Source: an optimization exercise on an open RTL-to-GDS flow (aim: small area). Production flows keep margins and buffers that such runs may drop. Where RTL was checked, it was by simulation tests only, not by an equivalence proof against the original. No functional check of the RTL was part of runs 2 and 3. Power and IR drop assume default switching activity.

`config.mk`:
```
export PLATFORM = sky130hd
export DESIGN_NAME = ow_master
export DESIGN_NICKNAME = ow_master
export VERILOG_FILES = /design/flow/design.v
export SDC_FILE = /design/flow/constraint.sdc
export NUM_CORES = 4
export LEC_CHECK = 0
export CAP_MARGIN = 20
export CORE_MARGIN = 2
export CORE_UTILIZATION = 40
export SLEW_MARGIN = 20
```
`constraint.sdc`:
```
create_clock -name core_clock -period 10.0 [get_ports {clk}]
set_input_delay 2.0000 -clock core_clock [delete_from_list [all_inputs] [get_ports {clk}]]
set_output_delay 2.0000 -clock core_clock [all_outputs]
set_load 0.01 [all_outputs]
```
`design.v`:
```
module ow_slot (
    input  wire [2:0] ph,
    input  wire       rs,         
    input  wire       wr,         
    input  wire       wbit,       
    input  wire [5:0] polls,      
    output wire [2:0] ev_kind,
    output reg  [8:0] ev_arg
);
    assign ev_kind = ph[0] ? 3'd4 : {1'b0, ph[2:1] + 2'd1};
    always @(*) begin
        case (ph[2:1])
            2'd0:    ev_arg = rs ? 9'd480 : (wr && !wbit) ? 9'd60 : 9'd6;
            2'd1:    ev_arg = rs ? 9'd5 : wr ? (wbit ? 9'd64 : 9'd10) : 9'd9;
            default: ev_arg = rs ? 9'd480 - {polls, 2'b00} - {3'd0, polls} : 9'd55;
        endcase
    end
endmodule
module ow_master (
    input  wire        clk,
    input  wire        rst,
    input  wire        cmd_valid,
    output wire        cmd_ready,
    input  wire [31:0] cmd,
    output reg         done,
    output wire [7:0]  status,
    output reg  [7:0]  result,
    output reg         faulted,
    output wire [7:0]  fault_reason,
    output wire        ev_valid,
    input  wire        ev_ready,
    output wire [2:0]  ev_kind,
    output wire [1:0]  ev_pin,
    output wire [8:0]  ev_arg,
    input  wire        smp_level,
    output reg  [63:0] prev_rom,
    output reg  [6:0]  last_disc,
    output reg         last_dev,
    output reg  [2:0]  dev_count,
    input  wire [1:0]  dl_idx,
    output wire [63:0] dl_rom,
    output wire [1:0]  dl_pin,
    output reg  [63:0] rx_rom
);
    localparam [7:0] OW_INIT = 8'h20, OW_RESET = 8'h21, OW_READ_BIT = 8'h22,
                     OW_WRITE_BIT = 8'h23, OW_READ = 8'h24, OW_WRITE = 8'h25,
                     OW_CRC8 = 8'h28, OW_MATCH_DEVICE = 8'h2A, OW_READ_ROM = 8'h2B,
                     OW_SEARCH_PASS = 8'h2C, OW_SEARCH = 8'h2D,
                     OW_SEARCH_FAMILY = 8'h2E, OW_FREE = 8'h2F;
    localparam [7:0] READ_ROM = 8'h33, MATCH_ROM = 8'h55,
                     SEARCH_ROM = 8'hF0, ALARM_SEARCH = 8'hEC;
    localparam [3:0] ST_OK = 4'h0, ST_BAD_COMMAND = 4'h2, ST_BAD_CRC = 4'h6,
                     ST_PIN_FLAPPING = 4'h7, ST_NO_DEVICE = 4'h8,
                     ST_ROOT_NOT_EMPTY = 4'hA, ST_OUT_OF_MEMORY = 4'hB;
    localparam [3:0] UF_ILLEGAL_OPCODE = 4'h1, UF_RESERVED_FIELD = 4'h2,
                     UF_BAD_PIN = 4'h5, UF_OW_NOT_INIT = 4'h8,
                     UF_BAD_INDEX = 4'hB;
    localparam [2:0] S_IDLE = 3'd0,
                     S_CFG  = 3'd1,    
                     S_RST  = 3'd2,    
                     S_HDR  = 3'd3,    
                     S_BODY = 3'd4,    
                     S_END  = 3'd5,    
                     S_ROT  = 3'd6,    
                     S_CRC  = 3'd7;    
    function [7:0] crc_step;
        input [7:0] c;
        input       b;
        begin
            crc_step = {1'b0, c[7:1]} ^ ((c[0] ^ b) ? 8'h8C : 8'h00);
        end
    endfunction
    reg  [2:0]  st;
    reg  [2:0]  ph;           
    reg  [1:0]  sub;          
    reg  [6:0]  cnt;          
    reg  [3:0]  op;           
    reg  [1:0]  pin;
    reg  [7:0]  ob;           
    reg  [7:0]  oc;           
    reg  [7:0]  crc;
    reg  [6:0]  lz;           
    reg         nz;           
    reg         idb;          
    reg         conf;         
    reg  [63:0] bk;           
    reg  [3:0]  stat;         
    reg  [3:0]  fr;
    reg  [3:0]  pin_mode;     
    reg  [63:0] dl_m  [0:3];
    reg  [1:0]  dlp_m [0:3];
    assign status       = {4'd0, stat};
    assign fault_reason = {4'd0, fr};
    assign dl_rom       = dl_m[dl_idx];
    assign dl_pin       = dlp_m[dl_idx];
    assign cmd_ready    = (st == S_IDLE) && !faulted;
    wire [7:0] c_op = cmd[31:24];
    wire [7:0] c_a  = cmd[23:16];
    wire [7:0] c_b  = cmd[15:8];
    wire [7:0] c_c  = cmd[7:0];
    reg        c_legal;
    reg        c_reserved;
    reg        c_haspin;
    always @(*) begin
        c_legal    = 1'b1;
        c_reserved = 1'b0;
        c_haspin   = 1'b1;
        case (c_op)
            OW_INIT, OW_RESET, OW_READ_BIT, OW_READ, OW_READ_ROM:
                c_reserved = (cmd[15:0] != 16'd0);
            OW_WRITE_BIT:
                c_reserved = (cmd[15:9] != 7'd0) || (c_c != 8'd0);
            OW_WRITE, OW_SEARCH:
                c_reserved = (c_c != 8'd0);
            OW_CRC8: begin
                c_reserved = (c_c != 8'd0);
                c_haspin   = 1'b0;
            end
            OW_MATCH_DEVICE: begin
                c_reserved = (cmd[15:0] != 16'd0);
                c_haspin   = 1'b0;
            end
            OW_SEARCH_PASS:
                c_reserved = (c_c[7:1] != 7'd0);
            OW_SEARCH_FAMILY:
                c_reserved = 1'b0;
            OW_FREE: begin
                c_reserved = (cmd[23:0] != 24'd0);
                c_haspin   = 1'b0;
            end
            default: begin
                c_legal  = 1'b0;
                c_haspin = 1'b0;
            end
        endcase
    end
    wire c_badpin  = c_haspin && (c_a[7:2] != 6'd0);
    wire c_notinit = c_haspin && (c_op != OW_INIT) && !pin_mode[c_a[1:0]];
    wire c_badidx  = (c_a[7:2] != 6'd0) || ({1'b0, c_a[1:0]} >= dev_count);
    wire c_recinit = pin_mode[dlp_m[c_a[1:0]]];
    wire c_badcmd  = (c_b != SEARCH_ROM) && (c_b != ALARM_SEARCH);
    wire in_search = (op == OW_SEARCH_PASS[3:0]) || (op == OW_SEARCH[3:0]) ||
                     (op == OW_SEARCH_FAMILY[3:0]);
    wire in_list   = (op == OW_SEARCH[3:0]) || (op == OW_SEARCH_FAMILY[3:0]);
    wire is_match  = (op == OW_MATCH_DEVICE[3:0]);
    wire b_srch    = (st == S_BODY) && in_search;
    wire b_match   = (st == S_BODY) && is_match;
    wire dconf = (cnt < last_disc) ? prev_rom[0] : (cnt == last_disc);
    wire dir   = conf ? dconf : idb;
    wire mbit  = dl_m[oc[1:0]][0];
    wire rs    = (st == S_RST);
    wire wr    = (st == S_HDR) || b_match || (b_srch && sub[1]);
    wire wbit  = (st == S_HDR) ? ob[0] : is_match ? mbit : dir;
    assign ev_valid = (st == S_CFG) || (st == S_RST) || (st == S_HDR) || (st == S_BODY);
    assign ev_pin   = pin;
    ow_slot u_slot (
        .ph      (ph),
        .rs      (rs),
        .wr      (wr),
        .wbit    (wbit),
        .polls   (cnt[5:0]),
        .ev_kind (ev_kind),
        .ev_arg  (ev_arg)
    );
    wire fire     = ev_valid && ev_ready;
    wire slot_end = fire && ((ph == 3'd5) || (ph == 3'd3 && wr));
    wire sh_pass  = slot_end && b_srch && (sub == 2'd2);
    wire abort    = slot_end && b_srch && (sub == 2'd1) && conf && idb;
    wire end_fail = (st == S_END) && in_search && (!nz || (crc != 8'd0));
    wire rot      = abort || end_fail || (st == S_ROT);
    wire ring_en  = sh_pass || rot;
    wire ring_in  = rot ? bk[0] : dir;
    wire       keep   = (op == OW_SEARCH[3:0]) || (prev_rom[7:0] == oc);
    wire [2:0] kept_n = dev_count + {2'd0, keep};
    integer k;
    always @(posedge clk) begin
        if (ring_en)
            bk <= {prev_rom[0], bk[63:1]};
        for (k = 0; k < 4; k = k + 1) begin
            if ((sh_pass && in_list && dev_count[1:0] == k) ||
                (slot_end && b_match && oc[1:0] == k))
                dl_m[k] <= {in_list ? dir : dl_m[k][0], dl_m[k][63:1]};
        end
        if (st == S_END && in_list && !end_fail && !stat[2] && keep)
            dlp_m[dev_count[1:0]] <= pin;
    end
    always @(posedge clk) begin
        if (rst) begin
            st        <= S_IDLE;
            done      <= 1'b0;
            stat      <= ST_OK;
            result    <= 8'd0;
            faulted   <= 1'b0;
            fr        <= 4'd0;
            pin_mode  <= 4'd0;
            prev_rom  <= 64'd0;
            last_disc <= 7'd0;
            last_dev  <= 1'b0;
            dev_count <= 3'd0;
            rx_rom    <= 64'd0;
        end else begin
            done <= 1'b0;
            if (ring_en)
                prev_rom <= {ring_in, prev_rom[63:1]};
            if (fire) begin
                case (ph)
                    3'd3: ph <= wr ? 3'd0 : 3'd4;
                    3'd4: ph <= (rs && smp_level && cnt[5:0] != 6'd47) ? 3'd3 : 3'd5;
                    3'd5: ph <= 3'd0;
                    default: ph <= ph + 3'd1;
                endcase
            end
            if (fire && ph == 3'd4) begin
                if (rs)
                    cnt <= cnt + 7'd1;
                if (b_srch && sub[0])
                    conf <= (idb == smp_level);
                else
                    idb <= smp_level;
                case (op)
                    OW_RESET[3:0]:    result <= {7'd0, !smp_level};
                    OW_READ_BIT[3:0]: result <= {7'd0, smp_level};
                    OW_READ[3:0]:     result <= {smp_level, result[7:1]};
                    OW_READ_ROM[3:0]: begin
                        rx_rom <= {smp_level, rx_rom[63:1]};
                        crc    <= crc_step(crc, smp_level);
                    end
                    default: ;
                endcase
            end
            case (st)
            S_IDLE: begin
                if (cmd_valid && !faulted) begin
                    op  <= c_op[3:0];
                    pin <= c_a[1:0];
                    ob  <= c_b;
                    oc  <= c_c;
                    cnt <= 7'd0;
                    ph  <= 3'd0;
                    if (!c_legal) begin
                        fr      <= UF_ILLEGAL_OPCODE;
                        faulted <= 1'b1;
                    end else if (c_reserved) begin
                        fr      <= UF_RESERVED_FIELD;
                        faulted <= 1'b1;
                    end else if (c_badpin) begin
                        fr      <= UF_BAD_PIN;
                        faulted <= 1'b1;
                    end else if (c_notinit) begin
                        fr      <= UF_OW_NOT_INIT;
                        faulted <= 1'b1;
                    end else begin
                        case (c_op)
                            OW_INIT: begin
                                ph <= 3'd6;
                                st <= S_CFG;
                            end
                            OW_RESET: st <= S_RST;
                            OW_READ_BIT, OW_READ: st <= S_BODY;
                            OW_WRITE_BIT, OW_WRITE: st <= S_HDR;
                            OW_CRC8: begin
                                crc <= c_a;
                                st  <= S_CRC;
                            end
                            OW_MATCH_DEVICE: begin
                                if (c_badidx) begin
                                    fr      <= UF_BAD_INDEX;
                                    faulted <= 1'b1;
                                end else if (!c_recinit) begin
                                    fr      <= UF_OW_NOT_INIT;
                                    faulted <= 1'b1;
                                end else begin
                                    pin <= dlp_m[c_a[1:0]];
                                    oc  <= c_a;
                                    ob  <= MATCH_ROM;
                                    st  <= S_HDR;
                                end
                            end
                            OW_READ_ROM: begin
                                ob <= READ_ROM;
                                st <= S_HDR;
                            end
                            OW_SEARCH_PASS, OW_SEARCH, OW_SEARCH_FAMILY: begin
                                if (c_badcmd) begin
                                    stat <= ST_BAD_COMMAND;
                                    done <= 1'b1;
                                end else if (c_op != OW_SEARCH_PASS && dev_count != 3'd0) begin
                                    stat <= ST_ROOT_NOT_EMPTY;
                                    done <= 1'b1;
                                end else begin
                                    if (c_op != OW_SEARCH_PASS || c_c[0]) begin
                                        prev_rom  <= 64'd0;
                                        last_disc <= 7'd0;
                                        last_dev  <= 1'b0;
                                    end
                                    stat <= 4'd0;
                                    st   <= S_RST;
                                end
                            end
                            OW_FREE: begin
                                dev_count <= 3'd0;
                                stat      <= ST_OK;
                                done      <= 1'b1;
                            end
                            default: ;
                        endcase
                    end
                end
            end
            S_CFG: begin
                if (fire) begin
                    pin_mode[pin] <= 1'b1;
                    stat          <= ST_OK;
                    done          <= 1'b1;
                    st            <= S_IDLE;
                end
            end
            S_RST: begin
                if (slot_end) begin
                    cnt <= 7'd0;
                    if (op == OW_RESET[3:0]) begin
                        stat <= ST_OK;
                        done <= 1'b1;
                        st   <= S_IDLE;
                    end else if (idb) begin
                        if (in_list)
                            dev_count <= 3'd0;
                        stat <= ST_NO_DEVICE;
                        done <= 1'b1;
                        st   <= S_IDLE;
                    end else begin
                        st <= S_HDR;
                    end
                end
            end
            S_HDR: begin
                if (slot_end) begin
                    ob  <= {ob[0], ob[7:1]};
                    cnt <= cnt + 7'd1;
                    if (op == OW_WRITE_BIT[3:0] || cnt[2:0] == 3'd7) begin
                        if (op == OW_WRITE_BIT[3:0] || op == OW_WRITE[3:0]) begin
                            stat <= ST_OK;
                            done <= 1'b1;
                            st   <= S_IDLE;
                        end else begin
                            cnt <= in_search ? 7'd1 : 7'd0;
                            sub <= 2'd0;
                            crc <= 8'd0;
                            nz  <= 1'b0;
                            lz  <= 7'd0;
                            st  <= S_BODY;
                        end
                    end
                end
            end
            S_BODY: begin
                if (slot_end) begin
                    if (in_search) begin
                        case (sub)
                            2'd0: sub <= 2'd1;
                            2'd1: begin
                                if (conf && idb) begin
                                    if (in_list)
                                        dev_count <= 3'd0;
                                    stat <= ST_NO_DEVICE;
                                    st   <= S_ROT;
                                end else begin
                                    sub <= 2'd2;
                                end
                            end
                            default: begin
                                crc <= crc_step(crc, dir);
                                if (dir)
                                    nz <= 1'b1;
                                if (conf && !dir)
                                    lz <= cnt;
                                cnt <= cnt + 7'd1;
                                sub <= 2'd0;
                                if (cnt[6])
                                    st <= S_END;
                            end
                        endcase
                    end else begin
                        cnt <= cnt + 7'd1;
                        if (op == OW_READ_BIT[3:0] ||
                            (op == OW_READ[3:0] && cnt[2:0] == 3'd7) ||
                            (is_match && cnt[5:0] == 6'd63)) begin
                            stat <= ST_OK;
                            done <= 1'b1;
                            st   <= S_IDLE;
                        end
                        if (op == OW_READ_ROM[3:0] && cnt[5:0] == 6'd63)
                            st <= S_END;
                    end
                end
            end
            S_END: begin
                if (!in_search) begin
                    stat <= (crc != 8'd0) ? ST_BAD_CRC : ST_OK;
                    done <= 1'b1;
                    st   <= S_IDLE;
                end else if (end_fail) begin
                    if (in_list)
                        dev_count <= 3'd0;
                    stat <= !nz ? ST_PIN_FLAPPING : ST_BAD_CRC;
                    st   <= S_ROT;
                end else begin
                    last_disc <= lz;
                    last_dev  <= (lz == 7'd0);
                    if (!in_list) begin
                        stat <= ST_OK;
                        done <= 1'b1;
                        st   <= S_IDLE;
                    end else if (stat[2]) begin
                        dev_count <= 3'd0;
                        stat      <= ST_OUT_OF_MEMORY;
                        done      <= 1'b1;
                        st        <= S_IDLE;
                    end else begin
                        stat      <= stat + 4'd1;
                        dev_count <= kept_n;
                        if (lz != 7'd0) begin
                            cnt <= 7'd0;
                            st  <= S_RST;
                        end else begin
                            done <= 1'b1;
                            st   <= S_IDLE;
                            if (kept_n == 3'd0) begin
                                stat <= ST_NO_DEVICE;
                            end else begin
                                stat   <= ST_OK;
                                result <= {5'd0, kept_n};
                            end
                        end
                    end
                end
            end
            S_ROT: begin
                cnt <= cnt + 7'd1;
                if (cnt == 7'd127) begin
                    done <= 1'b1;
                    st   <= S_IDLE;
                end
            end
            S_CRC: begin
                crc <= crc_step(crc, ob[0]);
                ob  <= {ob[0], ob[7:1]};
                cnt <= cnt + 7'd1;
                if (cnt[2:0] == 3'd7) begin
                    result <= crc_step(crc, ob[0]);
                    stat   <= ST_OK;
                    done   <= 1'b1;
                    st     <= S_IDLE;
                end
            end
            default: st <= S_IDLE;
            endcase
        end
    end
endmodule
```
`run.sh`:
```
#!/bin/bash
# synth_recipe.tcl (not shown) runs the flow's synth.tcl, then flattens the netlist and writes it again
# the make line also repeats each setting of config.mk as NAME=value (left out here)
make -C /OpenROAD-flow-scripts/flow DESIGN_CONFIG=/design/flow/config.mk WORK_HOME=/design/flow/orfs CLKGATE_MAP_FILE= SYNTH_SCRIPT=/design/flow/synth_recipe.tcl finish
```
==> results of run 1 <==
[layout by cell type (no fill, tap or decap), drive strengths merged, types with 7 or more instances in the layout]
master,instances
a211oi,9
clkdlybuf4s50,274
nor3,35
nand2,341
nand3,25
mux2i,13
and3,9
a22oi,12
o21ai,53
o211ai,14
a311oi,8
inv,49
o22ai,10
mux4,71
nand2b,14
nor2b,10
a22o,9
nor2,87
edfxtp,380
conb,8
nand4,9
clkinv,19
o21a,10
xor2,12
dfxtp,164
or3,7
clkbuf,73
ha,31
nor4,17
bufinv,11
a21oi,188
a21o,9
xnor2,15
a31oi,18
and2,10
buf,24
[routing by layer]
metal  track usage [%]  wire (microns)
met5                 0              21
met4             7.156            2096
met3             3.830            4343
met2             34.89           31090
met1             27.43           26310
[report_power, final]
group	internal [uW]	switching, uW	leakage, uW
logic	102	122	0.00357
clock network	1400	905	0.00100
registers	2390	16.5	0.00448
[metrics by stage]
stage	util, %	instances	cell area, sq um	setup WS, ns
3_3_place_gp	46.27	2812	26550	3.701
3_5_place_dp	46.28	2812	26550	3.621
4_1_cts	49.90	2922	28620	3.621
6_report	49.90	2923	28630	3.702
2_1_floorplan	-	1871	23120	1.722
5_1_grt	49.90	2922	28620	3.469
[final timing paths]
path,startpoint,cells after the start,end
worst min-delay path,bk[60],0,bk[59]
worst max register to register,op[2],10,prev_rom[0]
worst min register to register,bk[60],0,bk[59]
worst max-delay path,dl_idx[0],4,dl_rom[58]
[state kept, by name, summed over array words and instances (netlist names), 7 cells and up]
signal / cells
dl_m: 256
bk: 64
prev_rom: 64
rx_rom: 64
crc: 8
dlp_m: 8
ob: 8
oc: 8
result: 8
cnt: 7
last_disc: 7
lz: 7
[critical path, cell delays in order]
cell and delay, ns:
buf_4 0.46, buf_4 0.67, mux4_2 0.61, clkdlybuf4s50_1 0.49
[cell usage after synthesis (8+ instances only)]
master | number | area share (%)
edfxtp_1 | 380 | 49
nand2_1 | 340 | 5.5
a21oi_1 | 188 | 4.1
dfxtp_1 | 164 | 14
nor2_1 | 87 | 1.4
mux4_2 | 71 | 6.9
clkbuf_1 | 60 | 0.98
o21ai_0 | 53 | 1.1
inv_1 | 45 | 0.73
nor3_1 | 35 | 0.76
buf_2 | 33 | 0.72
ha_1 | 31 | 1.7
nand3_1 | 25 | 0.54
buf_1 | 18 | 0.29
a31oi_1 | 17 | 0.46
nor4_1 | 15 | 0.41
xnor2_1 | 15 | 0.57
nand2b_1 | 14 | 0.38
mux2i_1 | 13 | 0.56
o211ai_1 | 13 | 0.42
a22oi_1 | 12 | 0.39
xor2_1 | 12 | 0.46
and2_1 | 10 | 0.27
o21a_1 | 10 | 0.33
o22ai_1 | 10 | 0.27
a211oi_1 | 9 | 0.29
a21o_1 | 9 | 0.29
a22o_1 | 9 | 0.34
and3_1 | 9 | 0.24
buf_4 | 9 | 0.29
nor2b_1 | 9 | 0.24
a311oi_1 | 8 | 0.30
nand4_1 | 8 | 0.22
[logic make-up (layout without fill, tap and decap cells)]
group	count (synthesis)	in the layout	share of synthesized area (%)
simple gates	597	597	11.72
flops	544	544	63.63
compound gates	406	406	11.04
buf+inv	168	454	3.121
mux	89	89	7.731
fa+ha+maj	32	32	1.723
xor+xnor	27	27	1.024
other cells	1	9	0.01624
[layout make-up]
| type | count | area, sq um | share of cell area [%] |
|---|---|---|---|
| timing repair buffer | 298 | 2920 | 10.20 |
| clock inverter | 37 | 503.0 | 1.757 |
| clock buffer | 73 | 1569 | 5.481 |
| tap | 765 | 957.2 | 3.344 |
| antenna | 1 | 2.502 | 0.008742 |
| sequential | 544 | 14690 | 51.33 |
| multi-input combinational | 1159 | 7804 | 27.26 |
| inverter | 46 | 175.2 | 0.6119 |
==> results.toml, run 1 <==
[placement]
port_buffers = 277
gp_congestion = 0.9494
hpwl_mm = 44.47

[pwr]
power_uw = 4940
pwr_density_cell_nw_per_um2 = 172.6
p_leak_uw = 0.009059
peakVddDrop_v = 0.0001309

[detailed_routing]
drt-initial-drc-count = 1333
drtAntennaViolNets = 0
first_pass_iters = 6
wire_per_inst_microns = 21.85
routed_wl_mm = 63.86
vias_per_cell = 5.549
drc = 0
vias = 16220

[sta]
finalCriticalPeriod_ns = 6.298
rsz0062_at_grt = "no"
worstMarginPinSlew_ns = 0.9835
final_max_slew_viol_count = 0
relSlewSlack_pct = 33.83
hold_viol_final = 0
skew_ns = 0.02641
setup_viol = 0
tns_ns = 0
period_share_pct = 62.98
max_freq_mhz = 158.8
hold_slack_ns = 0.4169

[setup_path]
arrival_ns = 4.30
cp-start-kind = "input port"
regToRegSetupSlack_ns = 5.36
required_ns = 8.00
endpoint_kind = "output pin"
critPathKind = "in2out"
cp_max_fo = 37

[floorplan]
dieArea_sq_um = 59680
die_h_microns = 244.3
die_width_microns = 244.3
fp-row-count = 88
core_sq_um = 57370
initial_core_util_pct = 40.26
boundaryPins = 286

[synth]
synth_edf_count = 380
synth-seq-area-share_pct = 63.63
synth-main-ff-cell = "edfxtp_1"
yosys_warnings = 3
synth_cell_type_count = 86
synthCells = 1864
async_flop_share_pct = 0
synth_area_sq_um = 23090
avgSynthCellArea_sq_um = 12.39
synth_seq_cells = 544

[global_routing]
grt_overflow = 0
grt_pass1_vias = 15780
grt.total_usage_pct = 20.89
grt_pass1_wl_mm = 96.59
antenna_found_initial = 3
grt_max_degree = 82

[cells_and_area]
nFillCells = 4932
syn2layout_area_growth_pct = 23.95
drive_gt1_share_pct = 10.11
layout.nets = 2178

[hold_path]
worstHoldPathType = "reg2reg"

[clocking]
numCtsBuffers = 59
clockBufferDepth = 3
clock-sinks = 544
clkLatencyLatePin_ns = 0.62
holdBufCountCts = 0
cts_tree = "built"
cts.clk_slew.worst_paths_ns = 0.05
post_cts_resized = 0
root_buffer = "clkbuf_16"
post-cts-setup-buffers = 0
htreeDepth = 2

[run]
maxCapViolCount = 0

[outcome]
outcome = "finished clean"
==> inputs of run 2 (changes only) <==
--- a/design.v
+++ b/design.v
@@ -3,7 +3,7 @@
     input  wire       rs,         
     input  wire       wr,         
     input  wire       wbit,       
-    input  wire [5:0] polls,      
+    input  wire [8:0] pad,        
     output wire [2:0] ev_kind,
     output reg  [8:0] ev_arg
 );
@@ -12,7 +12,7 @@
         case (ph[2:1])
             2'd0:    ev_arg = rs ? 9'd480 : (wr && !wbit) ? 9'd60 : 9'd6;
             2'd1:    ev_arg = rs ? 9'd5 : wr ? (wbit ? 9'd64 : 9'd10) : 9'd9;
-            default: ev_arg = rs ? 9'd480 - {polls, 2'b00} - {3'd0, polls} : 9'd55;
+            default: ev_arg = rs ? pad : 9'd55;
         endcase
     end
 endmodule
@@ -25,7 +25,7 @@
     output reg         done,
     output wire [7:0]  status,
     output reg  [7:0]  result,
-    output reg         faulted,
+    output wire        faulted,
     output wire [7:0]  fault_reason,
     output wire        ev_valid,
     input  wire        ev_ready,
@@ -73,17 +73,17 @@
     reg  [2:0]  st;
     reg  [2:0]  ph;           
     reg  [1:0]  sub;          
-    reg  [6:0]  cnt;          
+    reg  [8:0]  cnt;          
     reg  [3:0]  op;           
     reg  [1:0]  pin;
     reg  [7:0]  ob;           
-    reg  [7:0]  oc;           
+    reg         alm;          
     reg  [7:0]  crc;
     reg  [6:0]  lz;           
     reg         nz;           
     reg         idb;          
     reg         conf;         
-    reg  [63:0] bk;           
+    reg  [55:0] bk;           
     reg  [3:0]  stat;         
     reg  [3:0]  fr;
     reg  [3:0]  pin_mode;     
@@ -91,6 +91,7 @@
     reg  [1:0]  dlp_m [0:3];
     assign status       = {4'd0, stat};
     assign fault_reason = {4'd0, fr};
+    assign faulted      = (fr != 4'd0);
     assign dl_rom       = dl_m[dl_idx];
     assign dl_pin       = dlp_m[dl_idx];
     assign cmd_ready    = (st == S_IDLE) && !faulted;
@@ -145,12 +146,23 @@
     wire is_match  = (op == OW_MATCH_DEVICE[3:0]);
     wire b_srch    = (st == S_BODY) && in_search;
     wire b_match   = (st == S_BODY) && is_match;
-    wire dconf = (cnt < last_disc) ? prev_rom[0] : (cnt == last_disc);
+    wire [6:0] cnt_inc = cnt[6:0] + 7'd1;
+    wire dconf = (cnt_inc < last_disc) ? prev_rom[0] : (cnt_inc == last_disc);
     wire dir   = conf ? dconf : idb;
-    wire mbit  = dl_m[oc[1:0]][0];
+    wire mbit  = dl_m[sub][0];
+    reg hbit;
+    always @(*) begin
+        case (op)
+            OW_READ_ROM[3:0]:     hbit = !cnt[1];
+            OW_MATCH_DEVICE[3:0]: hbit = !cnt[0];
+            OW_SEARCH_PASS[3:0], OW_SEARCH[3:0], OW_SEARCH_FAMILY[3:0]:
+                hbit = alm ? (cnt[2] ? (cnt[1:0] != 2'd0) : cnt[1]) : cnt[2];
+            default:              hbit = ob[0];
+        endcase
+    end
     wire rs    = (st == S_RST);
     wire wr    = (st == S_HDR) || b_match || (b_srch && sub[1]);
-    wire wbit  = (st == S_HDR) ? ob[0] : is_match ? mbit : dir;
+    wire wbit  = (st == S_HDR) ? hbit : is_match ? mbit : dir;
     assign ev_valid = (st == S_CFG) || (st == S_RST) || (st == S_HDR) || (st == S_BODY);
     assign ev_pin   = pin;
     ow_slot u_slot (
@@ -158,27 +170,28 @@
         .rs      (rs),
         .wr      (wr),
         .wbit    (wbit),
-        .polls   (cnt[5:0]),
+        .pad     (cnt),
         .ev_kind (ev_kind),
         .ev_arg  (ev_arg)
     );
     wire fire     = ev_valid && ev_ready;
     wire slot_end = fire && ((ph == 3'd5) || (ph == 3'd3 && wr));
     wire sh_pass  = slot_end && b_srch && (sub == 2'd2);
-    wire abort    = slot_end && b_srch && (sub == 2'd1) && conf && idb;
     wire end_fail = (st == S_END) && in_search && (!nz || (crc != 8'd0));
-    wire rot      = abort || end_fail || (st == S_ROT);
+    wire rot      = (st == S_ROT);
     wire ring_en  = sh_pass || rot;
-    wire ring_in  = rot ? bk[0] : dir;
-    wire       keep   = (op == OW_SEARCH[3:0]) || (prev_rom[7:0] == oc);
+    wire rcrc     = cnt[6] && (cnt[5:3] == 3'd7);
+    wire ring_in  = !rot ? dir : rcrc ? crc[0] : bk[0];
+    wire bk_en    = ring_en && (cnt[6] || (cnt[5:3] != 3'd7));
+    wire       keep   = (op == OW_SEARCH[3:0]) || (prev_rom[7:0] == ob);
     wire [2:0] kept_n = dev_count + {2'd0, keep};
     integer k;
     always @(posedge clk) begin
-        if (ring_en)
-            bk <= {prev_rom[0], bk[63:1]};
+        if (bk_en)
+            bk <= {prev_rom[0], bk[55:1]};
         for (k = 0; k < 4; k = k + 1) begin
             if ((sh_pass && in_list && dev_count[1:0] == k) ||
-                (slot_end && b_match && oc[1:0] == k))
+                (slot_end && b_match && sub == k))
                 dl_m[k] <= {in_list ? dir : dl_m[k][0], dl_m[k][63:1]};
         end
         if (st == S_END && in_list && !end_fail && !stat[2] && keep)
@@ -190,7 +203,6 @@
             done      <= 1'b0;
             stat      <= ST_OK;
             result    <= 8'd0;
-            faulted   <= 1'b0;
             fr        <= 4'd0;
             pin_mode  <= 4'd0;
             prev_rom  <= 64'd0;
@@ -205,14 +217,14 @@
             if (fire) begin
                 case (ph)
                     3'd3: ph <= wr ? 3'd0 : 3'd4;
-                    3'd4: ph <= (rs && smp_level && cnt[5:0] != 6'd47) ? 3'd3 : 3'd5;
+                    3'd4: ph <= (rs && smp_level && cnt != 9'd245) ? 3'd3 : 3'd5;
                     3'd5: ph <= 3'd0;
                     default: ph <= ph + 3'd1;
                 endcase
             end
             if (fire && ph == 3'd4) begin
                 if (rs)
-                    cnt <= cnt + 7'd1;
+                    cnt <= cnt - 9'd5;
                 if (b_srch && sub[0])
                     conf <= (idb == smp_level);
                 else
@@ -234,21 +246,17 @@
                     op  <= c_op[3:0];
                     pin <= c_a[1:0];
                     ob  <= c_b;
-                    oc  <= c_c;
-                    cnt <= 7'd0;
+                    sub <= c_a[1:0];
+                    cnt <= 9'd480;
                     ph  <= 3'd0;
                     if (!c_legal) begin
                         fr      <= UF_ILLEGAL_OPCODE;
-                        faulted <= 1'b1;
                     end else if (c_reserved) begin
                         fr      <= UF_RESERVED_FIELD;
-                        faulted <= 1'b1;
                     end else if (c_badpin) begin
                         fr      <= UF_BAD_PIN;
-                        faulted <= 1'b1;
                     end else if (c_notinit) begin
                         fr      <= UF_OW_NOT_INIT;
-                        faulted <= 1'b1;
                     end else begin
                         case (c_op)
                             OW_INIT: begin
@@ -265,21 +273,14 @@
                             OW_MATCH_DEVICE: begin
                                 if (c_badidx) begin
                                     fr      <= UF_BAD_INDEX;
-                                    faulted <= 1'b1;
-                                end else if (!c_recinit) begin
+                                            end else if (!c_recinit) begin
                                     fr      <= UF_OW_NOT_INIT;
-                                    faulted <= 1'b1;
-                                end else begin
+                                            end else begin
                                     pin <= dlp_m[c_a[1:0]];
-                                    oc  <= c_a;
-                                    ob  <= MATCH_ROM;
                                     st  <= S_HDR;
                                 end
                             end
-                            OW_READ_ROM: begin
-                                ob <= READ_ROM;
-                                st <= S_HDR;
-                            end
+                            OW_READ_ROM: st <= S_HDR;
                             OW_SEARCH_PASS, OW_SEARCH, OW_SEARCH_FAMILY: begin
                                 if (c_badcmd) begin
                                     stat <= ST_BAD_COMMAND;
@@ -293,6 +294,8 @@
                                         last_disc <= 7'd0;
                                         last_dev  <= 1'b0;
                                     end
+                                    ob   <= c_c;
+                                    alm  <= (c_b == ALARM_SEARCH);
                                     stat <= 4'd0;
                                     st   <= S_RST;
                                 end
@@ -317,7 +320,7 @@
             end
             S_RST: begin
                 if (slot_end) begin
-                    cnt <= 7'd0;
+                    cnt <= 9'd0;
                     if (op == OW_RESET[3:0]) begin
                         stat <= ST_OK;
                         done <= 1'b1;
@@ -336,15 +339,16 @@
             S_HDR: begin
                 if (slot_end) begin
                     ob  <= {ob[0], ob[7:1]};
-                    cnt <= cnt + 7'd1;
+                    cnt <= cnt + 9'd1;
                     if (op == OW_WRITE_BIT[3:0] || cnt[2:0] == 3'd7) begin
                         if (op == OW_WRITE_BIT[3:0] || op == OW_WRITE[3:0]) begin
                             stat <= ST_OK;
                             done <= 1'b1;
                             st   <= S_IDLE;
                         end else begin
-                            cnt <= in_search ? 7'd1 : 7'd0;
-                            sub <= 2'd0;
+                            cnt <= 9'd0;
+                            if (in_search)
+                                sub <= 2'd0;
                             crc <= 8'd0;
                             nz  <= 1'b0;
                             lz  <= 7'd0;
@@ -373,15 +377,15 @@
                                 if (dir)
                                     nz <= 1'b1;
                                 if (conf && !dir)
-                                    lz <= cnt;
-                                cnt <= cnt + 7'd1;
+                                    lz <= cnt_inc;
+                                cnt <= {2'd0, cnt_inc};
                                 sub <= 2'd0;
-                                if (cnt[6])
+                                if (cnt[5:0] == 6'd63)
                                     st <= S_END;
                             end
                         endcase
                     end else begin
-                        cnt <= cnt + 7'd1;
+                        cnt <= cnt + 9'd1;
                         if (op == OW_READ_BIT[3:0] ||
                             (op == OW_READ[3:0] && cnt[2:0] == 3'd7) ||
                             (is_match && cnt[5:0] == 6'd63)) begin
@@ -403,6 +407,7 @@
                     if (in_list)
                         dev_count <= 3'd0;
                     stat <= !nz ? ST_PIN_FLAPPING : ST_BAD_CRC;
+                    crc  <= 8'd0;
                     st   <= S_ROT;
                 end else begin
                     last_disc <= lz;
@@ -420,7 +425,7 @@
                         stat      <= stat + 4'd1;
                         dev_count <= kept_n;
                         if (lz != 7'd0) begin
-                            cnt <= 7'd0;
+                            cnt <= 9'd480;
                             st  <= S_RST;
                         end else begin
                             done <= 1'b1;
@@ -436,8 +441,9 @@
                 end
             end
             S_ROT: begin
-                cnt <= cnt + 7'd1;
-                if (cnt == 7'd127) begin
+                cnt <= cnt + 9'd1;
+                crc <= cnt[6] ? crc_step(crc, ring_in) : 8'd0;
+                if (cnt[6:0] == 7'd127) begin
                     done <= 1'b1;
                     st   <= S_IDLE;
                 end
@@ -445,7 +451,7 @@
             S_CRC: begin
                 crc <= crc_step(crc, ob[0]);
                 ob  <= {ob[0], ob[7:1]};
-                cnt <= cnt + 7'd1;
+                cnt <= cnt + 9'd1;
                 if (cnt[2:0] == 3'd7) begin
                     result <= crc_step(crc, ob[0]);
                     stat   <= ST_OK;
==> flow/run.sh (new file) <==
#!/bin/bash
# Layout flow: the standard ORFS flow (standard.sh) with three changes:
# - synthesis maps the logic with an area-oriented ABC script
#   (flow/abc_area_nf.script) instead of ORFS's delay-oriented one; the
#   registers are mapped before ABC runs, so they are the same as the
#   standard synthesis's;
# - the port buffers are the smallest buffer (buf_1);
# - clock tree synthesis uses clkbuf_8 buffers and no dummy loads.
set -euo pipefail
here=$(pwd)
{
  echo 'proc synth {args} { yosys synth -nofsm -noshare {*}$args }'
  echo "proc abc {args} { set i [lsearch \$args -script]; lset args [expr {\$i+1}] $here/flow/abc_area_nf.script; yosys abc {*}\$args }"
  tail -n +2 synth_recipe.tcl
} > synth_area.tcl
bash standard.sh \
  SYNTH_SCRIPT="$here/synth_area.tcl" \
  BUFFER_PORTS_ARGS="-buffer_cell sky130_fd_sc_hd__buf_1" \
  CTS_ARGS="-sink_clustering_enable -repair_clock_nets -dont_use_dummy_load -buf_list sky130_fd_sc_hd__clkbuf_8 -sink_clustering_size 16 -sink_clustering_max_diameter 60" \
  finish > make_finish.log 2>&1
==> flow/abc_area_nf.script (new file) <==
&get -n
&st
&dch
&nf -R 1000
&put
==> standard.sh (new file) <==
#!/bin/bash
# synth_recipe.tcl (not shown) runs the flow's synth.tcl, then flattens the netlist and writes it again
# the make line also repeats each setting of config.mk as NAME=value (left out here)
make -C /OpenROAD-flow-scripts/flow DESIGN_CONFIG=/design/flow/config.mk WORK_HOME=/design/flow/orfs CLKGATE_MAP_FILE= SYNTH_SCRIPT=/design/flow/synth_recipe.tcl "${@:-finish}"
removed: run.sh
==> run 2 against run 1 <==
  * Critical path depth rose by 16
  * Sequential cell count fell by 14
  * Sequential power fell by 2%
  * Routed wire length fell by 6.7%
  * Non-clock buffer count rose by 4
  * Hold slack got worse by 0.046 ns
  * Largest cell class unchanged
  * Largest power group unchanged
==> results.toml, run 2 <==
[cells_and_area]
regArea_sq_um = 14280
drive_gt1_share_pct = 4.249
layout.nets = 2182
nFillCells = 4860
final_common_cell = "edfxtp_1"
layout_common_cells = "367 x edfxtp_1, 305 x nor2_1, 276 x buf_1"
largest_register_ffs = 256
reg.largest.list = "dl_m x256, prev_rom x64, rx_rom x64"
regMostFlops = "dl_m"
multi_input_area_sq_um = 7043
diodes = 0
syn2layout_area_growth_pct = 13.16

[sta]
hold_viol_final = 0
setup_viol = 0
skew_ns = 0.09674
rsz0062_at_grt = "no"
tns_ns = 0
relSlewSlack_pct = 34.48
max_freq_mhz = 137.4
period_share_pct = 72.79
worstMarginPinSlew_ns = 0.9754
finalCriticalPeriod_ns = 7.279
final_max_slew_viol_count = 0
setup_ws_ns = 2.721

[setup_path]
cp_max_fo = 9
required_ns = 8.00
critPathKind = "reg2out"
cp_common_cell = "nor2_1"
arrival_ns = 5.28
cp-start-kind = "flop"
cp_slowest_cell = "edfxtp_1"
crit_chain = "ha_1, nand3_1, nor2_1, xnor2_1, clkinv_1, ha_1, nand4_1, a21oi_1, a2111oi_0, mux2i_1, clkinv_1, mux2i_1, nor2_1, a21oi_1, o21ai_0, nor2_1, nand2_1, o211ai_1, nand2_1, buf_1"
critical_path.max_stage_delay_ns = 0.53
endpoint_kind = "output pin"

[synth]
synthCells = 1772
synth_largest_area_cell = "edfxtp_1"
synth_common_cells = "367 x edfxtp_1, 308 x nor2_1, 250 x nand2_1"
synth-seq-area-share_pct = 66.85
avgSynthCellArea_sq_um = 12.06
synth_area_leaders = "edfxtp_1 52%, dfxtp_1 15%, nor2_1 5.4%"
async_flop_share_pct = 0
synth_edf_count = 367
synth_most_common_cell = "edfxtp_1"
synth.top_cell.area_share_pct = 51.58
synth_seq_cells = 530
yosys_warnings = 3
synth_cell_type_count = 53
synth_area_sq_um = 21370
synth-main-ff-cell = "edfxtp_1"

[floorplan]
initial_core_util_pct = 40.58
die_h_microns = 235.1
boundaryPins = 286
fp-row-count = 84
core_sq_um = 52660
die_width_microns = 235.1
dieArea_sq_um = 55280

[clocking]
post_cts_resized = 0
clock-sinks = 530
post-cts-setup-buffers = 0
root_buffer = "clkbuf_8"
numCtsBuffers = 46
htreeDepth = 2
clkLatencyLatePin_ns = 0.67
cts.clk_slew.worst_paths_ns = 0.09
clockBufferDepth = 3
cts_tree = "built"
holdBufCountCts = 0

[global_routing]
grt.total_usage_pct = 20.92
antenna_found_initial = 1
grt_pass1_vias = 15200
grt_overflow = 0
grt_pass1_wl_mm = 91.59
grt_max_degree = 87

[placement]
gp_congestion = 0.9602
hpwl_mm = 39.55
dp_slack_ns = 3.401
port_buffers = 277

[detailed_routing]
routed_wl_mm = 59.60
vias = 15890
first_pass_iters = 8
drtAntennaViolNets = 0
wire_per_inst_microns = 21.24
drt-initial-drc-count = 1725
drc = 0
vias_per_cell = 5.663

[run]
maxCapViolCount = 0

[hold_path]
worstHoldPathType = "reg2reg"

[pwr]
pwr_density_cell_nw_per_um2 = 151.5
p_leak_uw = 0.008450
peakVddDrop_v = 0.0001155

[outcome]
outcome = "finished clean"
[run 2: cell types whose count changed in the layout (fill, tap and decap cells not counted), moves of 59 or more]
cell,delta
nor2_1,+219
nand2_1,-91
clkdlybuf4s50_1,-274
a222oi_1,+63
a21oi_1,-125
buf_1,+276
clkbuf_16,-59
mux2i_1,+64
mux4_2,-67
[run 2: cells by family (layout without fill, tap and decap cells)]
kind of cell | count (synthesis) | after routing | synth area share [%]
xor+xnor | 35 | 35 | 1.435
fa+ha+maj | 23 | 23 | 1.347
flops | 530 | 530 | 66.85
mux | 81 | 81 | 4.029
buf+inv | 38 | 377 | 0.8257
simple gates | 710 | 710 | 14.12
compound gates | 354 | 354 | 11.37
other cells | 1 | 8 | 0.01755
[run 2: cell type report]
cell class,count,share of cell area [%]
Sequential cell,530,59.08
Timing Repair Buffer,302,5.165
Multi-Input combinational cell,1211,29.13
Tap cell,688,3.560
Inverter,29,0.4502
Clock buffer,46,2.619
[run 2: path summary, 6_finish.rpt]
kind | cells past startpoint | end | from | slack [ns]
setup / recovery | 20 | ev_arg[1] | cnt[0] | 2.72
hold / removal | 0 | dl_m[2][6] | dl_m[2][7] | 0.37
setup reg to reg | 17 | crc[7] | cnt[0] | 4.75
hold reg to reg | 0 | dl_m[2][6] | dl_m[2][7] | 0.37
[run 2: worst max-delay path, delay by kind of cell, from the launching register on]
kind                     cells  cell delay [ns]
AND/OR/NAND/NOR              7             1.21
AO/OA/AOI/OAI                5             1.02
multiplexers                 2             0.77
adder cells (fa/ha/maj)      2             0.55
flip-flops                   1             0.53
buffers and inverters        3             0.35
XOR/XNOR                     1             0.24
[run 2: through the flow]
step                      hold WS, ns  std cells  power (uW)  util [%]  area [sq um]
after floorplan                0.4003       1779        2534         -         21390
after global placement         0.4047       2759        2628     44.65         23510
after global routing           0.3661       2806        3814     45.92         24180
after detailed placement       0.4045       2759        2630     44.65         23510
final                          0.3708       2806        3663     45.92         24180
after CTS                      0.3539       2805        3717     45.86         24150
[run 2: layer usage]
| layer | track usage, % | vias to the layer above | wire [microns] | part of all wire (%) |
|---|---|---|---|---|
| li1 | - | 7339 | - | - |
| met1 | 29.37 | 7816 | 26450 | 44 |
| met2 | 32.23 | 627 | 26980 | 45 |
| met3 | 4.913 | 107 | 4611 | 7.7 |
| met4 | 6.387 | 2 | 1547 | 2.6 |
| met5 | 0 | - | 12 | 0.020 |
[run 2: power breakdown]
| group | switching, uW | internal [uW] | leakage, uW |
|---|---|---|---|
| logic | 157 | 73.5 | 0.00371 |
| registers | 21.0 | 2330 | 0.00441 |
| clock network | 670 | 411 | 0.000331 |
==> inputs of run 3 (changes only) <==
--- a/flow/run.sh
+++ b/flow/run.sh
@@ -5,7 +5,7 @@
 #   registers are mapped before ABC runs, so they are the same as the
 #   standard synthesis's;
 # - the port buffers are the smallest buffer (buf_1);
-# - clock tree synthesis uses clkbuf_8 buffers and no dummy loads.
+# - clock tree synthesis uses clkbuf_16 buffers and no dummy loads.
 set -euo pipefail
 here=$(pwd)
 {
@@ -16,5 +16,5 @@
 bash standard.sh \
   SYNTH_SCRIPT="$here/synth_area.tcl" \
   BUFFER_PORTS_ARGS="-buffer_cell sky130_fd_sc_hd__buf_1" \
-  CTS_ARGS="-sink_clustering_enable -repair_clock_nets -dont_use_dummy_load -buf_list sky130_fd_sc_hd__clkbuf_8 -sink_clustering_size 16 -sink_clustering_max_diameter 60" \
+  CTS_ARGS="-sink_clustering_enable -repair_clock_nets -dont_use_dummy_load -buf_list sky130_fd_sc_hd__clkbuf_16 -sink_clustering_size 30 -sink_clustering_max_diameter 100" \
   finish > make_finish.log 2>&1
==> run 3 against run 2 <==
  * Still clean
  * Synthesized cell count stayed put
  * Power fell by 0.14%
  * Cell count is 0.78% lower
  * Critical path type unchanged
  * Critical endpoint unchanged
==> results.toml, run 3 <==
[sta]
tns_ns = 0
relSlewSlack_pct = 32.38
hold_viol_final = 0
rsz0062_at_grt = "no"
setup_viol = 0
worstMarginPinSlew_ns = 1.011
max_freq_mhz = 138.5
final_max_slew_viol_count = 0
period_share_pct = 72.19
skew_ns = 0.06384
finalCriticalPeriod_ns = 7.219

[clocking]
cts.clk_slew.worst_paths_ns = 0.10
clockBufferDepth = 3
htreeDepth = 1
holdBufCountCts = 0
root_buffer = "clkbuf_16"
numCtsBuffers = 24
clock-sinks = 530
clkLatencyLatePin_ns = 0.59
post-cts-setup-buffers = 0
cts_tree = "built"
post_cts_resized = 0

[cells_and_area]
reg.largest.list = "dl_m x256, prev_rom x64, rx_rom x64"
regArea_sq_um = 14280
largest_register_ffs = 256
diodes = 0
nFillCells = 4861
final_core_util_pct = 45.86
syn2layout_area_growth_pct = 13.01
regMostFlops = "dl_m"
layout_common_cells = "367 x edfxtp_1, 305 x nor2_1, 276 x buf_1"
drive_gt1_share_pct = 3.244
multi_input_area_sq_um = 7043
layout.nets = 2160
final_common_cell = "edfxtp_1"

[outcome]
outcome = "finished clean"

[global_routing]
antenna_found_initial = 1
grt_pass1_vias = 14970
grt_overflow = 0
grt_pass1_wl_mm = 90.63
grt.total_usage_pct = 20.54
grt_max_degree = 87

[pwr]
pwr_density_cell_nw_per_um2 = 151.5
peakVddDrop_v = 0.0001094
p_leak_uw = 0.008415

[detailed_routing]
vias = 15740
routed_wl_mm = 58.94
wire_per_inst_microns = 21.17
first_pass_iters = 8
vias_per_cell = 5.653
drtAntennaViolNets = 0
drc = 0
drt-initial-drc-count = 1661

[synth]
synth_common_cells = "367 x edfxtp_1, 308 x nor2_1, 250 x nand2_1"
synth.top_cell.area_share_pct = 51.58
synthCells = 1772
synth_edf_count = 367
synth_cell_type_count = 53
synth_largest_area_cell = "edfxtp_1"
avgSynthCellArea_sq_um = 12.06
yosys_warnings = 3
synth_area_sq_um = 21370
synth_area_leaders = "edfxtp_1 52%, dfxtp_1 15%, nor2_1 5.4%"
synth-main-ff-cell = "edfxtp_1"
async_flop_share_pct = 0
synth-seq-area-share_pct = 66.85
synth_most_common_cell = "edfxtp_1"
synth_seq_cells = 530

[floorplan]
dieArea_sq_um = 55280
core_sq_um = 52660
die_h_microns = 235.1
die_width_microns = 235.1
initial_core_util_pct = 40.58
fp-row-count = 84
boundaryPins = 286

[setup_path]
required_ns = 8.00
crit_chain = "ha_1, nand3_1, nor2_1, xnor2_1, clkinv_1, ha_1, nand4_1, a21oi_1, a2111oi_0, mux2i_1, clkinv_1, mux2i_1, nor2_1, a21oi_1, o21ai_0, nor2_1, nand2_1, o211ai_1, nand2_1, buf_1"
critPathKind = "reg2out"
cp_top_family = "simple AND/OR/NAND/NOR gates"
arrival_ns = 5.22
cp_max_fo = 9
cp_slowest_cell = "edfxtp_1"
endpoint_kind = "output pin"
cp-start-kind = "flop"
cp_common_cell = "nor2_1"
critPathBufInv = 3
critical_path.max_stage_delay_ns = 0.54

[placement]
port_buffers = 277
gp_congestion = 0.9602
hpwl_mm = 39.55

[run]
maxCapViolCount = 0

[hold_path]
worstHoldPathType = "reg2reg"
-- run 3: cell types whose count changed in the layout (fill, tap and decap cells not counted) --
cell / change
clkbuf_8: -46
clkbuf_16: +24
-- run 3: kinds of logic (layout without fill, tap and decap cells) --
logic type | count (synthesis) | count (layout) | share of synthesized area (%)
AND/OR/NAND/NOR | 710 | 710 | 14.12
flip-flops | 530 | 530 | 66.85
AO/OA/AOI/OAI | 354 | 354 | 11.37
multiplexers | 81 | 81 | 4.029
buffers and inverters | 38 | 355 | 0.8257
XOR/XNOR | 35 | 35 | 1.435
adder cells (fa/ha/maj) | 23 | 23 | 1.347
other | 1 | 8 | 0.01755
-- run 3: final timing paths --
check              start   endpoint  slack [ns]  cells past startpoint
hold reg to reg   bk[52]     bk[51]        0.41                      0
setup / recovery  cnt[0]  ev_arg[1]        2.78                     20
hold / removal    bk[52]     bk[51]        0.41                      0
setup reg to reg  cnt[0]     crc[3]        4.79                     17
-- run 3: metrics by stage --
step | power, uW | setup slack [ns] | cells | hold slack (ns) | cell area [sq um]
3_3_place_gp | 2628 | 3.539 | 2759 | 0.4047 | 23510
5_1_grt | 3794 | 2.359 | 2784 | 0.4265 | 24150
3_5_place_dp | 2630 | 3.401 | 2759 | 0.4045 | 23510
6_report | 3658 | 2.781 | 2784 | 0.4137 | 24150
4_1_cts | 3709 | 2.769 | 2783 | 0.4178 | 24110
2_1_floorplan | 2534 | 1.234 | 1779 | 0.4003 | 21390
-- run 3: final cells by class --
class / count / area share (%)
clock buffers: 24 / 2.487
well taps: 688 / 3.565
inverters: 29 / 0.4508
repair buffers: 302 / 5.172
flip-flops and latches: 530 / 59.16
multi-input cells: 1211 / 29.17
-- run 3: routing by layer --
metal | track usage [%] | vias up | routed length (microns)
met5 | 0 | - | 12
met4 | 5.236 | 2 | 1283
met3 | 3.940 | 88 | 4732
met2 | 32.34 | 604 | 26670
met1 | 29.25 | 7741 | 26240
li1 | - | 7304 | -
-- run 3: report_power, final --
group          switching [uW]  internal, uW  total (uW)
Clock                     645           431        1080
Combinational             156          73.5         230
Sequential               21.0          2330        2350
==> inputs of run 4 (changes only) <==
--- a/design.v
+++ b/design.v
@@ -183,6 +183,9 @@
     wire rcrc     = cnt[6] && (cnt[5:3] == 3'd7);
     wire ring_in  = !rot ? dir : rcrc ? crc[0] : bk[0];
     wire bk_en    = ring_en && (cnt[6] || (cnt[5:3] != 3'd7));
+    wire       crc_bit  = (st == S_CRC) ? ob[0] :
+                          (op == OW_READ_ROM[3:0]) ? smp_level : ring_in;
+    wire [7:0] crc_next = crc_step(crc, crc_bit);
     wire       keep   = (op == OW_SEARCH[3:0]) || (prev_rom[7:0] == ob);
     wire [2:0] kept_n = dev_count + {2'd0, keep};
     integer k;
@@ -230,12 +233,12 @@
                 else
                     idb <= smp_level;
                 case (op)
-                    OW_RESET[3:0]:    result <= {7'd0, !smp_level};
-                    OW_READ_BIT[3:0]: result <= {7'd0, smp_level};
+                    OW_RESET[3:0], OW_READ_BIT[3:0]:
+                        result <= {7'd0, smp_level ^ !op[1]};
                     OW_READ[3:0]:     result <= {smp_level, result[7:1]};
                     OW_READ_ROM[3:0]: begin
                         rx_rom <= {smp_level, rx_rom[63:1]};
-                        crc    <= crc_step(crc, smp_level);
+                        crc    <= crc_next;
                     end
                     default: ;
                 endcase
@@ -373,7 +376,7 @@
                                 end
                             end
                             default: begin
-                                crc <= crc_step(crc, dir);
+                                crc <= crc_next;
                                 if (dir)
                                     nz <= 1'b1;
                                 if (conf && !dir)
@@ -442,18 +445,18 @@
             end
             S_ROT: begin
                 cnt <= cnt + 9'd1;
-                crc <= cnt[6] ? crc_step(crc, ring_in) : 8'd0;
+                crc <= cnt[6] ? crc_next : 8'd0;
                 if (cnt[6:0] == 7'd127) begin
                     done <= 1'b1;
                     st   <= S_IDLE;
                 end
             end
             S_CRC: begin
-                crc <= crc_step(crc, ob[0]);
+                crc <= crc_next;
                 ob  <= {ob[0], ob[7:1]};
                 cnt <= cnt + 9'd1;
                 if (cnt[2:0] == 3'd7) begin
-                    result <= crc_step(crc, ob[0]);
+                    result <= crc_next;
                     stat   <= ST_OK;
                     done   <= 1'b1;
                     st     <= S_IDLE;
--- a/flow/run.sh
+++ b/flow/run.sh
@@ -5,7 +5,7 @@
 #   registers are mapped before ABC runs, so they are the same as the
 #   standard synthesis's;
 # - the port buffers are the smallest buffer (buf_1);
-# - clock tree synthesis uses clkbuf_16 buffers and no dummy loads.
+# - clock tree synthesis uses clkbuf_8 buffers and no dummy loads.
 set -euo pipefail
 here=$(pwd)
 {
@@ -16,5 +16,6 @@
 bash standard.sh \
   SYNTH_SCRIPT="$here/synth_area.tcl" \
   BUFFER_PORTS_ARGS="-buffer_cell sky130_fd_sc_hd__buf_1" \
-  CTS_ARGS="-sink_clustering_enable -repair_clock_nets -dont_use_dummy_load -buf_list sky130_fd_sc_hd__clkbuf_16 -sink_clustering_size 30 -sink_clustering_max_diameter 100" \
+  CTS_ARGS="-sink_clustering_enable -repair_clock_nets -dont_use_dummy_load -buf_list sky130_fd_sc_hd__clkbuf_8 -sink_clustering_size 16 -sink_clustering_max_diameter 60" \
+  RECOVER_POWER=100 CORE_UTILIZATION=60 \
   finish > make_finish.log 2>&1
==> run 4 against run 3 <==
  * Critical path depth decreased by 14
  * Largest cell class unchanged
  * Now fails the layout checks on capacitance limit, slew limit
  * Clock-buffer cell count increased by 18
  * Global-route usage increased by 8.0 points
  * Highest routed layer is now met4
  * Critical endpoint is now dl_rom[29]
==> results.toml, run 4 <==
[synth]
synthSimpleGateAreaFrac_pct = 14.18
synth_common_cells = "367 x edfxtp_1, 299 x nor2_1, 245 x nand2_1"
synth-main-ff-cell = "edfxtp_1"
synth-seq-area-share_pct = 67.24
synth.top_cell.area_share_pct = 51.88
synth-compound-area-share_pct = 11.38
synthCells = 1764
synth_area_leaders = "edfxtp_1 52%, dfxtp_1 15%, nor2_1 5.3%"
synth_seq_cells = 530
avgSynthCellArea_sq_um = 12.04
synth_largest_area_cell = "edfxtp_1"
synth-adder-area-share_pct = 1.355
synth-xor-area-share_pct = 1.072
synth_top_family_by_area = "simple AND/OR/NAND/NOR gates"
synth_area_sq_um = 21240
async_flop_share_pct = 0
synth_most_common_cell = "edfxtp_1"
muxShareOfSynthArea_pct = 3.864
synth_edf_count = 367
synth_cell_type_count = 55
yosys_warnings = 3

[cells_and_area]
final_common_cell = "edfxtp_1"
final_core_util_pct = 68.04
postLayoutCellArea_sq_um = 23620
regArea_sq_um = 14280
nFillCells = 2619
reg.largest.list = "dl_m x256, prev_rom x64, rx_rom x64"
layout.nets = 2168
largest_register_ffs = 256
regMostFlops = "dl_m"
diodes = 0
syn2layout_area_growth_pct = 11.20
multi_input_area_sq_um = 6904
drive_gt1_share_pct = 3.279
layout_common_cells = "367 x edfxtp_1, 296 x nor2_1, 271 x buf_1"

[setup_path]
cp-start-kind = "input port"
critPathKind = "in2out"
arrival_ns = 5.85
required_ns = 8.00
cp_max_fo = 66
reg2reg_depth = 11
endpoint_kind = "output pin"

[clocking]
post_cts_resized = 0
numCtsBuffers = 42
cts_tree = "built"
htreeDepth = 2
clkLatencyLatePin_ns = 0.62
post-cts-setup-buffers = 0
root_buffer = "clkbuf_8"
clockBufferDepth = 3
cts.clk_slew.worst_paths_ns = 0.09
clock-sinks = 530
holdBufCountCts = 0

[placement]
port_buffers = 277
gp_congestion = 0.9415
placed_cell_area_sq_um = 23100
hpwl_mm = 35.58

[pwr]
peakVddDrop_v = 0.0001321
p_leak_uw = 0.008346
pwr_density_cell_nw_per_um2 = 152.3
power_uw = 3597

[global_routing]
grt.total_usage_pct = 28.50
grt_pass1_wl_mm = 81.93
antenna_found_initial = 0
grt_overflow = 0
grt_max_degree = 88
grt_pass1_vias = 14590

[detailed_routing]
wire_per_inst_microns = 20.96
vias = 15690
vias_per_cell = 6.132
drtAntennaViolNets = 0
drc = 0
first_pass_iters = 8
routed_wl_mm = 53.63
drt-initial-drc-count = 1897

[sta]
period_share_pct = 78.51
rsz0062_at_grt = "no"
skew_ns = 0.1029
finalCriticalPeriod_ns = 7.851
worstMarginPinSlew_ns = 3.981
relSlewSlack_pct = -165.4
max_freq_mhz = 127.4
hold_viol_final = 0
final_max_slew_viol_count = 579
setup_viol = 0
tns_ns = 0

[floorplan]
dieArea_sq_um = 36920
initial_core_util_pct = 61.19
die_width_microns = 192.2
core_sq_um = 34710
boundaryPins = 286
die_h_microns = 192.2
fp-row-count = 68

[run]
maxCapViolCount = 9

[hold_path]
holdPathStages = 0
worstHoldPathType = "reg2reg"

[outcome]
violations = "capacitance limit, slew limit"
outcome = "finished with violations"
[run 4: changes by cell type after synthesis, sizes merged, moves of 5 or more]
cell / previous run / this run
o221ai: 7 / 2
nor3: 27 / 35
a22oi: 8 / 16
nor2b: 11 / 16
a32oi: 10 / 4
nor2: 308 / 299
a31oi: 15 / 10
nand2: 250 / 245
xnor2: 26 / 15
o21ai: 107 / 126
[run 4: cells by family (layout without fill, tap and decap cells)]
family / count (synthesis) / after routing
compound gates: 361 / 361
xor+xnor: 26 / 26
fa+ha+maj: 23 / 23
buf+inv: 41 / 374
flops: 530 / 530
mux: 77 / 77
other cells: 1 / 8
simple gates: 705 / 705
[run 4: layout make-up]
cell class / instances / share of cell area, %
inverters: 32 / 0.5085
multi-input cells: 1200 / 29.23
flip-flops and latches: 530 / 60.47
repair buffers: 300 / 4.932
clock buffers: 42 / 2.447
well taps: 455 / 2.410
[run 4: critical path: stages]
cell,delay (ns)
clkbuf_1,0.25
and2_2,0.20
clkbuf_1,2.36
a222oi_1,0.62
nand2_1,0.20
buf_1,0.19
[run 4: per-layer routing]
metal / track usage [%] / wire [microns]
met3: 6.158 / 5343
met1: 41.43 / 22590
met4: 7.046 / 1175
met2: 44.01 / 24520
met5: 0 / 0
[run 4: per-stage QoR]
stage / setup slack, ns / hold WS, ns / std cells
after global routing: 1.865 / 0.4325 / 2559
after global placement: 4.046 / 0.4036 / 2517
final: 2.149 / 0.4205 / 2559
after floorplan: 1.590 / 0.4003 / 1771
after detailed placement: 3.859 / 0.4054 / 2517
after CTS: 3.385 / 0.4212 / 2559
[run 4: power by group]
part / switching, uW / internal, uW / total, uW
Clock: 637 / 377 / 1010
Sequential: 21.3 / 2330 / 2350
Combinational: 156 / 73.9 / 230
Total: 814 / 2780 / 3600
[run 4: final timing paths]
kind | to | from | slack, ns
setup / recovery | dl_rom[29] | dl_idx[0] | 2.15
hold / removal | bk[0] | bk[1] | 0.42
setup reg to reg | dl_m[0][24] | st[0] | 2.31
hold reg to reg | bk[0] | bk[1] | 0.42
==> inputs of run 5 (changes only) <==
--- a/flow/run.sh
+++ b/flow/run.sh
@@ -17,5 +17,4 @@
   SYNTH_SCRIPT="$here/synth_area.tcl" \
   BUFFER_PORTS_ARGS="-buffer_cell sky130_fd_sc_hd__buf_1" \
   CTS_ARGS="-sink_clustering_enable -repair_clock_nets -dont_use_dummy_load -buf_list sky130_fd_sc_hd__clkbuf_8 -sink_clustering_size 16 -sink_clustering_max_diameter 60" \
-  RECOVER_POWER=100 CORE_UTILIZATION=60 \
   finish > make_finish.log 2>&1
==> run 5 against run 4 <==
  * Now clean on timing, DRC and antenna
  * Highest routed layer unchanged
  * Sequential power barely moved
  * Clock skew down 0.023 ns
  * Critical path type is now reg2out
  * Clock-buffer cell count rose by 4
  * First-iteration DRC count fell by 27%
  * Critical path depth up 12
  * Area after synthesis did not move
  * Routed wire length rose by 9.5%
  * Die area up 49%
  * Combinational power up 3%
  * Clock power rose by 8%
==> results.toml, run 5 <==
[outcome]
outcome = "finished clean"

[setup_path]
critPathKind = "reg2out"
cp-start-kind = "flop"
endpoint_kind = "output pin"
crit_end = "ev_arg[1]"
cp_max_fo = 9
reg2reg_depth = 10
rr_endpoint = "dl_m[0][54]"
required_ns = 8.00
regToRegSetupSlack_ns = 4.46
crit_start = "cnt[0]"
arrival_ns = 4.85
rr_startpoint = "st[2]"

[global_routing]
grt_pass1_vias = 15270
grt_overflow = 0
grt_max_degree = 87
antenna_found_initial = 1
grt.total_usage_pct = 20.92
grt_pass1_wl_mm = 89.48

[floorplan]
die_width_microns = 234.4
dieArea_sq_um = 54960
fp-row-count = 84
boundaryPins = 286
initial_core_util_pct = 40.42
die_h_microns = 234.4
core_sq_um = 52550

[synth]
synth_seq_cells = 530
synth.top_cell.area_share_pct = 51.88
synth_common_cells = "367 x edfxtp_1, 299 x nor2_1, 245 x nand2_1"
synth_area_sq_um = 21240
avgSynthCellArea_sq_um = 12.04
async_flop_share_pct = 0
synth_area_leaders = "edfxtp_1 52%, dfxtp_1 15%, nor2_1 5.3%"
synth_cell_type_count = 55
synth-main-ff-cell = "edfxtp_1"
synth_largest_area_cell = "edfxtp_1"
yosys_warnings = 3
synthCells = 1764
synth_most_common_cell = "edfxtp_1"
synth-seq-area-share_pct = 67.24
synth_edf_count = 367

[placement]
dp_slack_ns = 3.757
port_buffers = 277
gp_congestion = 0.9703
placed_cell_area_sq_um = 23400
hpwl_mm = 38.76

[cells_and_area]
layout.nets = 2174
syn2layout_area_growth_pct = 13.20
layout_common_cells = "367 x edfxtp_1, 295 x nor2_1, 276 x buf_1"
drive_gt1_share_pct = 4.313
postLayoutCellArea_sq_um = 24050
largest_register_ffs = 256
final_core_util_pct = 45.76
nFillCells = 4937
regMostFlops = "dl_m"
reg.largest.list = "dl_m x256, prev_rom x64, rx_rom x64"
final_common_cell = "edfxtp_1"

[detailed_routing]
drc = 0
routed_wl_mm = 58.75
drtAntennaViolNets = 0
first_pass_iters = 8
vias = 15690
vias_per_cell = 5.607
wire_per_inst_microns = 20.99
drt-initial-drc-count = 1389

[clocking]
post-cts-setup-buffers = 0
htreeDepth = 2
cts_tree = "built"
post_cts_resized = 0
clkLatencyLatePin_ns = 0.64
root_buffer = "clkbuf_8"
cts.clk_slew.worst_paths_ns = 0.09
clockBufferDepth = 3
holdBufCountCts = 0
numCtsBuffers = 46
clock-sinks = 530

[sta]
skew_ns = 0.07991
worstMarginPinSlew_ns = 1.096
period_share_pct = 68.45
setup_viol = 0
tns_ns = 0
max_freq_mhz = 146.1
finalCriticalPeriod_ns = 6.845
final_max_slew_viol_count = 0
hold_viol_final = 0
relSlewSlack_pct = 26.37
setup_ws_ns = 3.155
rsz0062_at_grt = "no"
hold_slack_ns = 0.3800

[pwr]
p_leak_uw = 0.008438
pwr_density_cell_nw_per_um2 = 152.8
peakVddDrop_v = 0.00009355

[hold_path]
worstHoldPathType = "reg2reg"

[run]
maxCapViolCount = 0
[run 5: cell types whose count changed in the layout (fill, tap and decap cells not counted), moves of 4 or more]
cell,change
clkbuf_8,+4
buf_4,+15
buf_1,+5
clkbuf_1,-18
[run 5: metrics by stage]
step	power, uW	instances
6_report	3675	2799
5_1_grt	3822	2799
4_1_cts	3723	2798
3_5_place_dp	2638	2752
3_3_place_gp	2637	2752
2_1_floorplan	2537	1771
[run 5: cells by family (layout without fill, tap and decap cells)]
kind of cell	after synthesis	in the layout	synth area share, %
and+or+nand+nor	705	705	14.18
DFF	530	530	67.24
AOI/OAI and AO/OA	361	361	11.38
muxes	77	77	3.864
buffers and inverters	41	380	0.8835
xor gates and xnor gates	26	26	1.072
adders and majority gates	23	23	1.355
other	1	9	0.01765
[run 5: area by class of cell]
class,instances,area (sq um),area share [%]
flip-flops and latches,530,14280,59.40
multi-input cells,1200,6917,28.76
repair buffers,302,1229,5.110
well taps,688,860.8,3.580
clock buffers,46,633.1,2.633
inverters,32,120.1,0.4995
diodes,1,2.502,0.01041
[run 5: worst min-delay path by stage]
stage / startpoint / end / slack, ns / cells past startpoint
floorplan: bk[1] / bk[0] / 0.40 / 0
global placement: bk[42] / bk[41] / 0.40 / 0
detailed placement: bk[31] / bk[30] / 0.40 / 0
CTS: dl_m[0][54] / dl_m[0][53] / 0.37 / 0
global route: bk[18] / bk[17] / 0.38 / 0
finish: bk[18] / bk[17] / 0.38 / 0
[run 5: where the power goes]
part	internal [uW]	switching, uW	leakage (uW)
logic	74.3	161	0.00371
clock network	410	676	0.000331
registers	2330	21.2	0.00439
[run 5: critical path, stage by stage, from the launching register on]
cell and delay (ns):
edfxtp_1 0.55, ha_1 0.26, nand3_1 0.15, nor2_1 0.44
xnor2_1 0.25, clkinv_1 0.13, ha_1 0.32, a21oi_1 0.16
o221ai_1 0.14, a21boi_0 0.14, o21ai_0 0.23, o21a_1 0.22
nand2_1 0.07, a22oi_1 0.45, nor2_1 0.15, nand2_1 0.16
o211ai_1 0.10, nand2_1 0.09, buf_1 0.20
[run 5: routing by layer]
| layer | vias up | global-route usage (%) | part of all wire, % |
|---|---|---|---|
| li1 | 7290 | - | - |
| met1 | 7630 | 28.87 | 43 |
| met2 | 666 | 32.74 | 46 |
| met3 | 108 | 4.530 | 8.2 |
| met4 | 0 | 7.174 | 3.0 |
| met5 | - | 0 | 0 |

## port drivers added, routing unchanged
Ports are ideal in the flow. The routed layouts listed here were re-timed in OpenROAD.
Step 1 (the two cells are an assumption about what drives the block):
set clk [get_ports {clk}]
set_driving_cell -lib_cell sky130_fd_sc_hd__clkbuf_16 $clk
set_driving_cell -lib_cell sky130_fd_sc_hd__buf_2 [delete_from_list [all_inputs] $clk]
Step 2 adds t to the input delays and takes it off the output delays; t is the mean of the earliest and latest rising clock arrival at the registers after step 1. Input paths then give back, and output paths get back, about the clock's delay inside the block.
a / b / c = no drivers / after step 1 / after step 2; a / b = the first two.
| run | shift t [ns] | setup slack, ns | worst hold slack (ns) | latest minus earliest clock arrival (ns) |
|---|---|---|---|---|
| run 1 | 0.665 | 3.702 / 3.676 / 3.676 | 0.417 / 0.417 / 0.417 | 0.026 / 0.026 |
| run 2 | 0.677 | 2.721 / 2.662 / 3.339 | 0.371 / 0.371 / 0.371 | 0.097 / 0.097 |
| run 3 | 0.627 | 2.781 / 2.717 / 3.344 | 0.414 / 0.414 / 0.414 | 0.063 / 0.063 |
| run 4 | 0.623 | 2.149 / 2.127 / 1.730 | 0.421 / 0.421 / 0.421 | 0.103 / 0.103 |
| run 5 | 0.668 | 3.155 / 3.097 / 3.765 | 0.380 / 0.380 / 0.380 | 0.096 / 0.096 |
The setup slack of run 4, which loses most, moves by -0.022 ns with the drivers and by -0.419 ns with both steps.
